Background: an optimization exercise with open tools, aiming at small area, a short achievable clock period and few clock cycles per item. Do not read the settings as production practice.
In this exercise RTL edits were held to simulation tests only and were not proved equivalent to the original.
Power is estimated from default activity; no workload was simulated.

==> design.v <==
module mod_inv_unit (
    input  wire        clk,
    input  wire        rst,
    input  wire        in_valid,
    output wire        in_ready,
    input  wire [63:0] in_a,
    input  wire [63:0] in_q,
    output reg         out_valid,
    output wire [63:0] out_r,
    output reg         out_err
);
    reg        busy;
    reg        init;       
    reg [62:0] q_r;
    reg [63:0] u;
    reg [63:0] v;
    reg [63:0] x1;
    reg [63:0] x2;
    reg        uz;         
    reg        vz;         
    reg [1:0]  mk_1;
    reg [1:0]  mk_2;
    reg [1:0]  mk_s;
    reg [1:0]  mk_a;
    assign out_r = x1;
    wire done   = busy && (uz || vz);
    wire step   = busy && !done;
    assign in_ready = !busy || done;
    wire accept = in_valid && in_ready;
    wire sh    = !u[0] || !v[0];       
    wire sel_v = u[0];                 
    wire same  = (u[63] == v[63]);     
    wire [64:0] vb   = {v[63], v} ^ {65{same}};
    wire [64:0] es   = {u[63], u} + vb + {64'd0, same};
    wire [64:0] ea   = sel_v ? {v[63], v} : {u[63], u};
    wire [64:0] e    = sh ? ea : es;
    wire e1s = !(u[1] ^ vb[1]);
    wire e2s = u[2] ^ vb[2] ^ (u[1] | vb[1]);
    wire e1  = sh ? ea[1] : e1s;
    wire e2  = sh ? ea[2] : e2s;
    wire j1  = e1;
    wire j2  = !e1 && e2;
    wire j3  = !e1 && !e2;
    wire [63:0] r   = j1 ? e[64:1] : j2 ? {e[64], e[64:2]} : {{2{e[64]}}, e[64:3]};
    wire dneg = es[64] ^ u[63];
    wire ez   = (e[64:1] == 64'd0);
    wire wu   = step && (sh ? !sel_v : !dneg);
    wire wv   = step && (sh ?  sel_v :  dneg);
    wire [63:0] w    = u | v;                        
    wire sp1  = step && !init && !(sh && sel_v);
    wire sp2  = step && !init && sh && sel_v;
    wire sp1i = step && init && !(sh && sel_v);      
    wire sq1  = done && !uz && !init;
    wire sq2  = (done ? uz : (step && !sh)) && !init;
    wire qinv = done ? w[63] : (step && !sh && same);
    wire [63:0] p  = (x1 & {64{sp1}}) | (x2 & {64{sp2}}) | {63'd0, sp1i};
    wire [63:0] qq = ((x1 & {64{sq1}}) | (x2 & {64{sq2}})) ^ {64{qinv}};
    wire [1:0] mk = sh ? (sel_v ? mk_2 : mk_1) : (same ? mk_s : mk_a);
    wire x1l0 = init ? 1'b1 : x1[0];
    wire x2l0 = init ? 1'b0 : x2[0];
    wire t0   = sh ? (sel_v ? x2l0 : x1l0) : (x1l0 ^ x2l0);
    wire psgn = init ? 1'b0 : ((sh && sel_v) ? x2[63] : x1[63]);
    wire k1on = done ? ((uz ? x2[63] : x1[63]) ^ w[63]) : t0;
    wire neg2 = !done && ((j1 && t0 && !psgn) || (j2 && mk[0]) ||
                          (j3 && mk[1] && mk[0]));
    wire pos2 = !done && j3 && !mk[1] && mk[0];
    wire neg4 = !done && j3 && mk[1] && !mk[0];
    wire k2n  = neg2 || neg4;
    wire [1:0] jx = done ? 2'd0 : (j1 ? 2'd1 : j2 ? 2'd2 : 2'd3);
    wire [66:0] k1  = k1on ? {4'd0, q_r} : 67'd0;
    wire [66:0] k2  = (((pos2 || neg2) ? {3'd0, q_r, 1'd0} : 67'd0) |
                       (neg4 ? {2'd0, q_r, 2'd0} : 67'd0)) ^ {67{k2n}};
    wire [66:0] p67 = {{3{p[63]}}, p};
    wire [66:0] q67 = {{3{qq[63]}}, qq};
    wire [66:0] s1 = p67 ^ q67 ^ k1;
    wire [66:0] c1 = {(p67[65:0] & q67[65:0]) | (p67[65:0] & k1[65:0]) |
                      (q67[65:0] & k1[65:0]), qinv};
    wire [66:0] s2 = s1 ^ c1 ^ k2;
    wire [66:0] c2 = {(s1[65:0] & c1[65:0]) | (s1[65:0] & k2[65:0]) |
                      (c1[65:0] & k2[65:0]), k2n};
    wire [66:0] t  = s2 + c2;
    wire [63:0] y  = (jx == 2'd0) ? t[63:0] :
                     (jx == 2'd1) ? t[64:1] :
                     (jx == 2'd2) ? t[65:2] : t[66:3];
    wire [2:0] nx1 = accept ? 3'd1 : wu ? y[2:0] : init ? 3'd1 : x1[2:0];
    wire [2:0] nx2 = accept ? 3'd0 : wv ? y[2:0] : init ? 3'd0 : x2[2:0];
    wire [2:1] nq  = accept ? in_q[2:1] : q_r[2:1];
    function [1:0] mkf(input [2:0] tt, input [2:1] qv);
        reg qa, qb;
        begin
            qa = !qv[1];
            qb = !qv[2];
            mkf[0] = tt[1] ^ (qa & tt[0]);
            mkf[1] = tt[2] ^ (qa & tt[1]) ^ (qb & tt[0]) ^ (qa & tt[1] & tt[0]);
        end
    endfunction
    wire [2:0] nts = nx1 - nx2;
    wire [2:0] nta = nx1 + nx2;
    always @(posedge clk) begin
        if (rst) begin
            busy      <= 1'b0;
            out_valid <= 1'b0;
        end else begin
            out_valid <= done;
            if (done) begin
                busy    <= 1'b0;
                out_err <= !((w == 64'd1) || (w == {64{1'b1}}));
            end
            if (accept) begin
                busy <= 1'b1;
                init <= 1'b1;
                q_r  <= in_q[62:0];
                u    <= in_a;
                v    <= in_q;
                uz   <= (in_a == 64'd0);
                vz   <= (in_q == 64'd0);
            end else begin
                if (step) init <= 1'b0;
                if (wu) begin u <= r; uz <= ez; end
                if (wv) begin v <= r; vz <= ez; end
            end
            if (done || wu)         x1 <= y;
            else if (step && init)  x1 <= 64'd1;
            if (wv)                 x2 <= y;
            else if (step && init)  x2 <= 64'd0;
        end
        mk_1 <= mkf(nx1, nq);
        mk_2 <= mkf(nx2, nq);
        mk_s <= mkf(nts, nq);
        mk_a <= mkf(nta, nq);
    end
endmodule
==> run.sh <==
#!/bin/bash
# synth_recipe.tcl (not shown) runs the flow's synth.tcl, then flattens the netlist and writes it again
# the make line also repeats each setting of config.mk as NAME=value (left out here)
make -C /OpenROAD-flow-scripts/flow DESIGN_CONFIG=/design/flow/config.mk WORK_HOME=/design/flow/orfs CLKGATE_MAP_FILE= SYNTH_SCRIPT=/design/flow/synth_recipe.tcl finish
==> config.mk <==
export PLATFORM = sky130hd
export DESIGN_NAME = mod_inv_unit
export DESIGN_NICKNAME = mod_inv_unit
export VERILOG_FILES = /design/flow/design.v
export SDC_FILE = /design/flow/constraint.sdc
export NUM_CORES = 4
export LEC_CHECK = 0
export CAP_MARGIN = 20
export CORE_MARGIN = 2
export CORE_UTILIZATION = 40
export SLEW_MARGIN = 20
==> constraint.sdc <==
create_clock -name core_clock -period 10.0 [get_ports {clk}]
set_input_delay 2.0000 -clock core_clock [delete_from_list [all_inputs] [get_ports {clk}]]
set_output_delay 2.0000 -clock core_clock [all_outputs]
set_load 0.01 [all_outputs]
==> summary.txt <==
[final timing paths]
| kind | from | slack, ns | end | cells past startpoint |
|---|---|---|---|---|
| max | u[63] | 1.11 | x2[47] | 26 |
| min | x2[2] | 0.69 | mk_2[1] | 2 |
| max reg2reg | u[63] | 1.11 | x2[47] | 26 |
| min reg2reg | x2[2] | 0.69 | mk_2[1] | 2 |
[cells in the mapped netlist (33+ instances only)]
cell                         n
sky130_fd_sc_hd__nor2_1    460
sky130_fd_sc_hd__nand2_1   362
sky130_fd_sc_hd__edfxtp_1  323
sky130_fd_sc_hd__a21oi_1   278
sky130_fd_sc_hd__xnor2_1   229
sky130_fd_sc_hd__clkbuf_1  217
sky130_fd_sc_hd__o21ai_0   157
sky130_fd_sc_hd__ha_1      135
sky130_fd_sc_hd__a21o_1    134
sky130_fd_sc_hd__fa_1      130
sky130_fd_sc_hd__a22oi_1   112
sky130_fd_sc_hd__inv_1      94
sky130_fd_sc_hd__nor2b_1    86
sky130_fd_sc_hd__nor3_1     77
sky130_fd_sc_hd__nand4_1    76
sky130_fd_sc_hd__nor4_1     69
sky130_fd_sc_hd__a211oi_1   66
sky130_fd_sc_hd__nand3_1    63
sky130_fd_sc_hd__a221oi_1   60
sky130_fd_sc_hd__a22o_1     60
sky130_fd_sc_hd__xor2_1     45
sky130_fd_sc_hd__o21a_1     44
sky130_fd_sc_hd__o211ai_1   43
sky130_fd_sc_hd__mux2i_1    38
sky130_fd_sc_hd__o21bai_1   38
sky130_fd_sc_hd__a31o_2     35
sky130_fd_sc_hd__buf_1      34
sky130_fd_sc_hd__a31oi_1    33
[worst max-delay path: cells and delay by family, from the launching register on]
family / cells / cell delay [ns]
flip-flops: 1 / 0.40
adder cells (fa/ha/maj): 4 / 2.01
multiplexers: 1 / 0.13
XOR/XNOR: 3 / 0.80
buffers and inverters: 3 / 0.76
AO/OA/AOI/OAI: 11 / 3.95
AND/OR/NAND/NOR: 4 / 0.52
[routing by layer]
metal / vias to the layer above / GRT usage / share of wire
li1: 14300 / - / -
met1: 15800 / 0.414 / 0.41
met2: 1673 / 0.509 / 0.46
met3: 311 / 0.0593 / 0.087
met4: 0 / 0.142 / 0.049
met5: - / 0 / 0
[registers in the layout (all words and copies together) (netlist names), 2 cells and up]
register	flops
x2	64
x1	64
mk_2	2
mk_a	2
v	64
q_r	63
u	64
mk_1	2
mk_s	2
[cell type report]
class / count / area [sq um] / share of cell area
antenna: 6 / 15.0 / 0.000402
clock buffer: 52 / 1150 / 0.0309
clock inverter: 26 / 254 / 0.00680
inverter: 95 / 359 / 0.00962
multi-input combinational: 3131 / 21900 / 0.586
sequential: 333 / 9900 / 0.265
tap: 1070 / 1340 / 0.0359
timing repair buffer: 256 / 2420 / 0.0649
[placed cells by master (no fill, tap or decap), drive strengths merged, types with 38 or more instances in the layout]
cell type | synthesis | layout
nor2 | 461 | 461
nand2 | 362 | 362
edfxtp | 323 | 323
a21oi | 278 | 278
xnor2 | 229 | 229
clkdlybuf4s50 | 0 | 197
o21ai | 180 | 180
ha | 135 | 135
a21o | 134 | 134
fa | 130 | 130
a22oi | 112 | 112
inv | 95 | 97
nor2b | 86 | 86
nor3 | 77 | 77
nand4 | 76 | 76
a211oi | 70 | 70
nor4 | 69 | 69
nand3 | 63 | 63
a221oi | 63 | 63
a22o | 60 | 60
buf | 45 | 59
clkbuf | 217 | 52
xor2 | 45 | 45
o21a | 44 | 44
o211ai | 43 | 43
o21bai | 38 | 38
mux2i | 38 | 38
[per-stage QoR]
step	hold WS (ns)	setup slack (ns)	cells	power, W	util
finish	0.688	1.11	4969	0.0105	0.456
floorplan	0.626	0.881	3821	0.00683	-
global placement	0.664	1.34	4884	0.00874	0.439
global route	0.737	0.532	4963	0.0112	0.456
detailed placement	0.682	1.22	4885	0.00874	0.439
CTS	0.689	1.16	4963	0.0104	0.456
[power breakdown]
part | internal [W] | leakage [nW] | switching [W] | total [W]
logic | 0.00250 | 10.2 | 0.00455 | 0.00705
registers | 0.00172 | 3.10 | 0.000120 | 0.00184
clock network | 0.000926 | 0.684 | 0.000672 | 0.00160
[logic make-up (layout without fill, tap and decap cells)]
family                     Yosys count  after routing
buffers and inverters              357            429
AOI/OAI and AO/OA                 1231           1231
other                                0              6
xor gates and xnor gates           274            274
DFF                                333            333
muxes                               44             44
adders and majority gates          265            265
and+or+nand+nor                   1317           1317
==> out/results.env <==
OUTCOME='timing/DRC/antenna clean'
SYN-NUM-NETS=4217
SEQ_AREA_FRAC_SYNTH=0.301
WORST_SLEW_PIN_SLEW_NS=1.10
MAIN_COMBINATIONAL_CELL_FAMILY_BY_AREA_AFTER_SYNTHESIS='compound AO/OA/AOI/OAI gates'
FINAL_COUNT_OF_NEGATIVE_SETUP_SLACK_ENDPOINTS=0
CLKSINKCOUNT=333
PLACEMENT_ROWS=105
NUM-FILL-CELLS=8060
DIEHEIGHT_UM=291
NUMBER_OF_ENDPOINTS_WITH_NEGATIVE_HOLD_SLACK_IN_THE_FINAL_REPORT=0
WORSTHOLDPATHTYPE='reg2reg'
TOP_LEVEL_PORTS=198
LAYOUT.CELL_AREA.NON_FILLER_SQ_MM=0.0373
SYNTH_EDF_COUNT=323
FINAL_LAYOUT_SIZE_SUFFIX_GT1_FRAC=0.0552
INSERTION_DELAY_NS=0.60
POST_DETAILED_ROUTING_WIRE_LENGTH_UM=137000
FP.DIEW_UM=291
YOSYS-MUX-AREA-FRACTION=0.0136
SYNTHARSTFLOPSHARE=0
WORST-SETUP-PATH-TYPE='reg2reg'
DR.PASS1.ITERS=6
DESIGN.DIE.AREA_SQ_MM=0.0847
INITIAL_CORE_UTIL=0.402
CLOCKROOTBUFFER='sky130_fd_sc_hd__clkbuf_16'
FP.COREAREA_SQ_MM=0.0818
WIRE_LENGTH_OF_THE_FIRST_GLOBAL_ROUTING_PASS_UM=203000
POST_SYNTH_INST_COUNT=3821
SYNTHSIMPLEGATEAREAFRAC=0.185
SKEW_NS=0.0204
MAXSLEWHEADROOM=0.258
GLOBAL_ROUTE.OVERFLOW_TOTAL=0
FMAX_MHz=112
NUM_VIAS=32100
CP_ARRIVAL_NS=9.21
HTREEDEPTH=2
ALL_LAYER_GLOBAL_ROUTING_USAGE=0.316
NETLIST.AREA_LEADER.SHARE=0.294
PORT_BUFFERS=197
CRITICAL_PATH.MAX_FANOUT=50
CTS_INSERTED_BUFFERS=42
GRT_ANTENNA_BEFORE_REPAIR=3
CRITPATHMAXSTAGEDELAY_NS=0.77
SYNTH_CELL_TYPE_COUNT=87
SYNTHADDERAREAFRAC=0.130
CRITPATHREQUIREDTIME_NS=10.32
POWER.DENSITY_mW_PER_MM2=281
AVG_SYNTHESIZED_CELL_AREA_SQ_UM=8.62
TIMING.FINAL.CRIT_SHARE=0.889
IR_WORST_VDD_mV=0.156
TIMING.CRITICAL_PATH.TO_TYPE='flip-flop'
SETUP_TOTAL_NEGATIVE_SLACK_NS=0
POSTPLACECELLAREA_SQ_MM=0.0359
REPORT.FINAL.SLEW_VIOL_COUNT=0
AREA_DELTA_SYNTH_FINAL_PCT=13.4
CTS_TREE='done'
DRTITER0DRC=3478
PERIOD_MINUS_SLACK_NS=8.89
NETLIST_AREA_SQ_MM=0.0329
WORST_PATH_MAX_DELAY_CELL='sky130_fd_sc_hd__o31ai_1'
CRIT_TOP_CELL='sky130_fd_sc_hd__xnor2_1'
CP-START-KIND='flip-flop'
CLOCKBUFFERDEPTH=3
YS_WARN_COUNT=1
POSTCTSSETUPBUFFERS=0
LAYOUT.NETS=4255
GRT_START_MAX_NET_PINS=76
ANTENNA_LEFT=0
CLK_TRANSITION_REPORTED_PATHS_NS=0.06
POSTSYNTHREGISTERBITS=333
CELLLEAKAGEPOWER_nW=14.0
YOSYS-TOP-CELLS-AREA='sky130_fd_sc_hd__edfxtp_1 29%, sky130_fd_sc_hd__fa_1 7.9%, sky130_fd_sc_hd__xnor2_1 6.1%'
NUMBER_OF_GLOBAL_ROUTE_VIAS_BEFORE_REPAIR=30800
YOSYS.AREA.TOP_TYPE='sky130_fd_sc_hd__edfxtp_1'
AVGROUTEDWIREPERCELL_UM=27.6
DETAIL_ROUTE.DRC_VIOLATIONS=0
CTS_REPAIR_RESIZE_COUNT=0
AREA_FRACTION_IN_COMPOUND_GATES_AFTER_SYNTHESIS=0.256
VIASPERCELL=6.45
CTS.HOLD.BUFFERS_ADDED=0
POST-DP-HPWL_UM=103000
SYNTH_XOR_AREA_FRAC=0.0729
RSZ0062_AT_GRT='no'
CAP_VIOLATIONS=0
GPL.FINAL_WEIGHTED_CONGESTION=1.00
SYNTHFLOPTYPE='sky130_fd_sc_hd__edfxtp_1'
Testbench counts, summed over its fixed seeds: cycles 68,253, items 1,600.

afterwards: timing with drivers on the ports:
The flow's constraints put no driver on any port. The routed layout listed below was extracted and timed again, unchanged, in two steps. Step 1: set_driving_cell puts a clkbuf_16 on clk and a buf_2 on each other input, an assumption about the parent block. Step 2 times the ports against the registers' clock, not the clock port: input delays grow and output delays shrink by t, the midpoint of the rising clock arrivals with the driver on. Three values: ideal, step 1, step 2; two values: the first two.
t, ns: 0.663
setup WS [ns]: 1.111 / 1.111 / 1.111
worst setup path at the end: register to register
latest minus earliest clock arrival (ns): 0.021 / 0.020
After both steps this run still meets setup and hold. The setup slack of this run moves by 0.000 ns with the drivers and by 0.000 ns with both steps.
